This design comes from an exercise in tuning for small area, a short achievable clock period and few clock cycles on the open sky130 flow, not from production work.
Power is estimated from default activity; no workload was simulated.

## willow
## cfc
module cfc (
    input  wire         clk,
    input  wire         rst,            
    input  wire         cmd_valid,
    output wire         cmd_ready,
    input  wire [7:0]   cmd_word,
    input  wire         cmd_fmt,        
    input  wire [31:0]  cmd_id,         
    input  wire         cmd_rtr,
    input  wire [3:0]   cmd_dlc,
    input  wire [3:0]   cmd_len,
    input  wire [63:0]  cmd_data,
    input  wire [7:0]   cmd_mode,       
    input  wire [103:0] cmd_image,      
    input  wire [7:0]   cmd_byte,       
    input  wire [31:0]  cmd_cls,        
    input  wire [7:0]   cmd_index,      
    output wire         rsp_valid,
    output wire [3:0]   rsp_result,
    output wire         rsp_frame_some,
    output wire         rsp_fmt,
    output wire [28:0]  rsp_id,
    output wire         rsp_rtr,
    output wire [3:0]   rsp_dlc,
    output reg  [63:0]  rsp_data,
    output wire [103:0] rsp_image,
    output reg  [12:0]  rsp_image_wr,
    output wire [11:0]  rsp_status,
    output wire [7:0]   rsp_mode,
    output wire         rsp_ecc_cap_some,
    output wire [7:0]   rsp_ecc_cap,
    output wire         rsp_alc_cap_some,
    output wire [7:0]   rsp_alc_cap,
  ...
For scale: about 2400 cells after synthesis, about 220 flip-flops, about 620 I/O pins, roughly 0.016 mm^2 of cells after synthesis.
clock: 8.0 ns
lec_check: 0
abc_area: 1
cap_margin: 20
core_margin: 2
core_utilization: 40
setup_slack_margin: 5
slew_margin: 20
standard.sh (not shown) runs the stock make flow with config.mk's settings and CLKGATE_MAP_FILE= SYNTH_SCRIPT=/design/flow/synth_recipe.tcl, a recipe that flattens the netlist after the stock synthesis.
==> flow/flow/run.sh <==
#!/bin/bash
# Layout flow: the standard flow (standard.sh, unchanged synthesis),
# with the port buffers made of sky130_fd_sc_hd__buf_2 cells.
set -o pipefail
export BUFFER_PORTS_ARGS="-buffer_cell sky130_fd_sc_hd__buf_2"
bash standard.sh > standard.log 2>&1
#### Input delta (garnet over willow)
--- a/flow/design.v
+++ b/flow/design.v
@@ -30,37 +30,29 @@
             5'h1C: name = 5'd24;   
             default: name = 5'd0;  
         endcase
     end
 endmodule
 module cfc_alc_decode (
     input  wire [4:0] bitno,
     output reg  [1:0] field,   
     output reg  [4:0] idbit    
 );
-    integer c;
+    wire le10 = ~bitno[4] & ~(bitno[3] & (bitno[2] | (bitno[1] & bitno[0])));
     always @(*) begin
-        field = 2'd0;
-        idbit = 5'd0;
-        for (c = 0; c < 32; c = c + 1)
-            if (bitno == c) begin
-                if (c <= 10)
-                    idbit = 28 - c;
-                else if (c == 11)
-                    field = 2'd1;
-                else if (c == 12)
-                    field = 2'd2;
-                else if (c == 31)
-                    field = 2'd3;
-                else
-                    idbit = 30 - c;
-            end
+        case (bitno)
+            5'd11:   field = 2'd1;
+            5'd12:   field = 2'd2;
+            5'd31:   field = 2'd3;
+            default: field = 2'd0;
+        endcase
+        idbit = ~bitno - (le10 ? 5'd3 : 5'd1);
     end
 endmodule
 module cfc_classify (
     input  wire [7:0] sr,
     input  wire [7:0] ewlr,
     input  wire [7:0] rxerr,
     input  wire [7:0] txerr,
     output reg  [1:0] cls      
 );
     function automatic ge8(input [7:0] a, input [7:0] b);
@@ -401,20 +393,21 @@
             dec_b = cmd_image[103:8];
         else begin
             dec_b[7:0]   = 8'd0;
             dec_b[15:8]  = 8'd0;
             dec_b[23:16] = {2'b00, ci1[7:2]};
             dec_b[31:24] = {ci1[1:0], ci2[7:5], 3'b000};
             dec_b[95:32] = cmd_image[87:24];
         end
     end
     wire rx_wr = acc & bus_ready & (phase == P_RX_BUF);
+    wire tx_sh = acc & bus_ready & (phase == P_TX_BUF);
     reg  [95:0] img_rx;         
     reg  [95:0] img_rx_en;      
     always @(*) begin
         img_rx    = {12{bus_rdata}};
         img_rx_en = 96'd0;
         if (img_fmt) begin
             for (i = 1; i < 13; i = i + 1)
                 if (k == i)
                     img_rx_en[8*(i-1) +: 8] = 8'hFF;
         end else begin
@@ -422,35 +415,31 @@
             img_rx[31:24] = {bus_rdata[1:0], bus_rdata[7:5], 3'b000};
             if (k == 4'd1)
                 img_rx_en[31:0] = 32'hC0FF_FFFF;
             if (k == 4'd2)
                 img_rx_en[31:24] = 8'h38;
             for (i = 5; i < 13; i = i + 1)
                 if (k == i - 2)
                     img_rx_en[8*(i-1) +: 8] = 8'hFF;
         end
     end
-    always @(posedge clk) begin
-        for (i = 0; i < 96; i = i + 1) begin
-            if (cmd_ready)
-                img_b[i] <= sel_img ? dec_b[i] : enc_b[i];
-            else if (rx_wr & img_rx_en[i])
-                img_b[i] <= img_rx[i];
-        end
-    end
-    reg  [7:0]   img_next;
-    always @(*) begin
-        img_next = 8'd0;
-        for (i = 0; i < 12; i = i + 1)
-            if (k == i)
-                img_next = img[8*(i+1) +: 8];
-    end
+    wire        hold_b = ~cmd_ready & ~tx_sh;
+    wire [95:0] cmd_b  = sel_img ? dec_b : enc_b;
+    wire [95:0] sh_b   = {img_b[95:88], img_b[95:8]};
+    wire [95:0] rx_sel = {96{~cmd_ready & ~tx_sh & rx_wr}} & img_rx_en;
+    wire [95:0] img_b_d = ({96{cmd_ready}} & cmd_b) |
+                          ({96{~cmd_ready & tx_sh}} & {img_b[95:88] & {8{1'b0}}, sh_b[87:0]}) |
+                          (rx_sel & img_rx) |
+                          ({96{hold_b}} & ~rx_sel & img_b) |
+                          ({{8{~cmd_ready & tx_sh}}, 88'd0} & img_b);
+    always @(posedge clk) img_b <= img_b_d;
+    wire [7:0]   img_next = img_b[7:0];
     task automatic go_phase(input [4:0] p, input we, input [6:0] a, input [7:0] d);
         begin
             phase_n     = p;
             bus_we_n    = we;
             bus_addr_n  = a;
             bus_wdata_n = d;
         end
     endtask
     task automatic end_access;
         begin
==> run notes <==
| die area | lower: garnet |. garnet | stages: all done | timing, DRC, antenna: all pass. Row placement-stage cell area: garnet lower / willow higher. When the final numbers for willow and garnet were put side by side, the mean instance size in the synthesized netlist turned out to be greater in willow. Post-route non-filler standard cell count: garnet vs willow down 125. Total power of garnet is lower than that of willow. willow -> garnet: buffer count excluding the clock tree in the final layout decreased slightly. Post-synthesis cell count, willow and garnet: smaller value in garnet. [garnet vs willow] combined global-route utilization of all metal layers: higher in garnet.
No run of this note included a check of the RTL's function; only the layout flow was run.

==> static timing again, ports no longer ideal <==
The results above use ideal ports. As a check the final layouts listed here were re-extracted and re-timed, cells and wires unchanged. Step 1 assumes that a clkbuf_16 drives the clock port and a buf_2 every other input. Step 2 moves the port delays by t, midway between the first and last clock arrival at a register: inputs arrive t later, outputs are due t later. That takes back most of the time a late clock gives input paths. a / b / c = ideal / step 1 / step 2; a / b = the first two.
run	t (ns)	slack for setup (ns)	clock arrival spread, ns	slew at the worst register clock pin (ns)
willow	0.633	5.011 / 4.955 / 4.498	0.024 / 0.025	0.07 / 0.07
garnet	0.605	4.974 / 4.950 / 4.408	0.017 / 0.018	0.07 / 0.07
After both steps setup and hold are still met in every run listed. For garnet, which loses most, drivers alone change the setup slack by -0.024 ns; drivers and shift together by -0.566 ns.
